Source: an optimization exercise on an open RTL-to-GDS flow (aim: small area, a short achievable clock period and few clock cycles). Production flows keep margins and buffers that such runs may drop.
Function was checked by simulation only, so behaviour that the tests miss may differ from the original.
No activity file was given, so power comes from the tool's default toggle rates.

== the reference run ==
## gvi_codec
module gvi_codec (
    input  wire       clk,
    input  wire       rst,
    input  wire       enc_in_valid,
    output wire       enc_in_ready,
    input  wire [3:0] enc_in_nib,
    input  wire       enc_in_last,
    input  wire [3:0] enc_in_shift,
    output wire       enc_out_valid,
    input  wire       enc_out_ready,
    output wire [7:0] enc_out_char,
    output wire       enc_out_last,
    input  wire       dec_in_valid,
    output wire       dec_in_ready,
    input  wire [7:0] dec_in_char,
    input  wire       dec_in_last,
    input  wire [3:0] dec_in_shift,
    output wire       dec_out_valid,
    input  wire       dec_out_ready,
    output wire [3:0] dec_out_nib,
    output wire [1:0] dec_out_err,
    output wire       dec_out_last
);
For scale: ~770 cells after synthesis, about 48 I/O pins, ~0.0067 sq mm of cells after synthesis.
==> flow/config.mk <==
export PLATFORM = sky130hd
export DESIGN_NAME = gvi_codec
export DESIGN_NICKNAME = gvi_codec
export VERILOG_FILES = /design/flow/design.v
export SDC_FILE = /design/flow/constraint.sdc
export NUM_CORES = 4
export LEC_CHECK = 0
export CAP_MARGIN = 20
export CORE_MARGIN = 2
export CORE_UTILIZATION = 40
export SETUP_SLACK_MARGIN = 4.4
export SLEW_MARGIN = 20
==> flow/constraint.sdc <==
create_clock -name core_clock -period 7.0 [get_ports {clk}]
set_input_delay 1.4000 -clock core_clock [delete_from_list [all_inputs] [get_ports {clk}]]
set_output_delay 1.4000 -clock core_clock [all_outputs]
set_load 0.01 [all_outputs]
standard.sh (not shown) runs the stock make flow with config.mk's settings and CLKGATE_MAP_FILE= SYNTH_SCRIPT=/design/flow/synth_recipe.tcl, a recipe that flattens the netlist after the stock synthesis.
==> flow/flow/run.sh <==
#!/bin/bash
# The standard layout with two synthesis/placement choices changed:
# - yosys's full/half-adder extraction (ADDER_MAP_FILE) is skipped, so ABC
#   maps the adders and comparators with the rest of the logic;
# - the port buffers that placement inserts are buf_1 cells.
set -euo pipefail
bash standard.sh ADDER_MAP_FILE= "BUFFER_PORTS_ARGS=-buffer_cell sky130_fd_sc_hd__buf_1" finish > orfs_make.log 2>&1
Testbench counts of the reference run, summed over its fixed seeds: cycles 36,153.
[inputs] the trial run vs the reference run
- changing CORE_UTILIZATION from 40 to 65
- setting ABC_AREA to 1 for the first time
- changing SETUP_SLACK_MARGIN from 4.4 to 4.5
- setting PLACE_DENSITY to 0.8 for the first time
--- outcome ---
From the reference run to the trial run the numbers moved as follows: clock power down about 33%; average instance area after synthesis down 16%. The trial run ended with more utilization than the reference run. The trial run vs. the reference run: global-route wire length before repair higher, XOR/XNOR share of the synthesized area now smaller, gate count of the mapped netlist rose by 116, area used by sequential logic in the layout closely matched the old numbers, number of nets in the synthesized netlist climbed about 15%. | routability congestion estimate | the trial run vs the reference run | about 8% higher |.

========
gvi_codec, a different RTL version from the one above (not shown whole).
Size: ~98 flip-flops, ~48 I/O pins, about 6400 um2 of cells after synthesis.
clock: 7.0 ns
lec_check: 0
abc_area: 1
cap_margin: 20
core_margin: 2
core_utilization: 40
place_density: 0.75
setup_slack_margin: 4.65
slew_margin: 20
Scripts as last shown in full above: flow/flow/run.sh
Testbench counts at the start, summed over its fixed seeds: cycles 36,153.
Change:
CORE_UTILIZATION = 58   (was 40)
PLACE_DENSITY = default   (was 0.75)
SETUP_SLACK_MARGIN = 4.6   (was 4.65)
What happened: Routed wire length stays flat; fmax rises by 0.72%; cell count came out lower by 6.8%; combinational power went down by about 0.7%; clock-buffer cell count grows by 4; sequential power is about the same; synthesized cell count does not change; power shrinks by 5.9%; sequential share of layout area climbs by 1.7 points.
Change:
CTS_BUF_LIST = sky130_fd_sc_hd__clkbuf_8   (was default)
The changed run ran to the end with no violations.
Clock skew hardly moves.
Utilization does not change.
First-iteration DRC count climbs by about 4%.
Worst hold slack stays flat.
Sequential share of layout area stays the same.
Non-clock buffer count does not change.

========
gvi_codec again, from the RTL that the note above started with.
Settings: LEC_CHECK=0, ABC_AREA=1, CAP_MARGIN=20, CORE_MARGIN=2, CORE_UTILIZATION=50, SETUP_SLACK_MARGIN=4.6, SLEW_MARGIN=20, TNS_END_PERCENT=10; clock period 7.0 ns.
Scripts as last shown in full above: flow/flow/run.sh
The first run finished clean.
Testbench counts at the start, summed over its fixed seeds: cycles 36,153.
==> next run, changes <==
TNS_END_PERCENT = default   (was 10)
What happened: Wire length falls by a few percent. Register-to-register slack gets better by 60 ps. Worst setup slack gets better by 80 ps.

========
RTL: one of the versions met above, not the one the previous note started from.
Size in the first run: roughly 98 flip-flops, ~48 I/O pins, about 6500 um2 of cells after synthesis.
export LEC_CHECK = 0
export ABC_AREA = 1
export CAP_MARGIN = 20
export CORE_MARGIN = 2
export CORE_UTILIZATION = 40
export SETUP_SLACK_MARGIN = 4.7
export SLEW_MARGIN = 20
create_clock -name core_clock -period 7.0 [get_ports {clk}]
Scripts as last shown in full above: flow/flow/run.sh
Testbench counts at the start, summed over its fixed seeds: cycles 36,153.
==> next run, changes <==
- SETUP_SLACK_MARGIN: 4.7 -> 4.8
Maximum frequency falls by 1.8%.
Core utilization rises by 3.5 points.
Routed wire length rises by 5.1%.
Critical path depth falls by 2.
Area after synthesis does not change.
Count of clock-buffer cells in the layout rises by 1.
Final area rises by 7.2%.
Setup slack degrades by 0.042 ns.
Combinational power rises by about 10%.
Die area is unchanged.

[re-timing with driven ports]
Ports are ideal in the flow. The routed layouts listed here were re-timed in OpenROAD. Step 1 assumes that a clkbuf_16 drives the clock port and a buf_2 every other input. Step 2 adds t to the input delays and takes it off the output delays; t is the mean of the earliest and latest rising clock arrival at the registers after step 1. Input paths then give back, and output paths get back, about the clock's delay inside the block. a / b / c = ideal ports / drivers / drivers and shift; a / b = the first two.
run	t, ns	slack for setup (ns)	clock arrival spread, ns	worst data-port slew with drivers (ns)
the reference run	0.394	4.490 / 4.479 / 4.086	0.007 / 0.007	0.05
the trial run	0.399	4.442 / 4.462 / 4.062	0.021 / 0.021	0.04
the first run of note 2	0.387	4.591 / 4.561 / 4.174	0.009 / 0.010	0.10
the second run of note 2	0.402	4.608 / 4.621 / 4.219	0.008 / 0.008	0.04
the third run of note 2	0.401	4.610 / 4.622 / 4.221	0.009 / 0.009	0.04
the first run of note 3	0.378	4.552 / 4.570 / 4.192	0.007 / 0.008	0.04
the second run of note 3	0.376	4.633 / 4.625 / 4.250	0.007 / 0.007	0.06
the first run of note 4	0.387	4.714 / 4.685 / 4.306	0.009 / 0.008	0.06
the second run of note 4	0.386	4.673 / 4.656 / 4.271	0.009 / 0.009	0.06
After both steps every run listed still meets setup and hold. The setup slack of the first run of note 2, which loses most, moves by -0.030 ns with the drivers and by -0.417 ns with both steps.
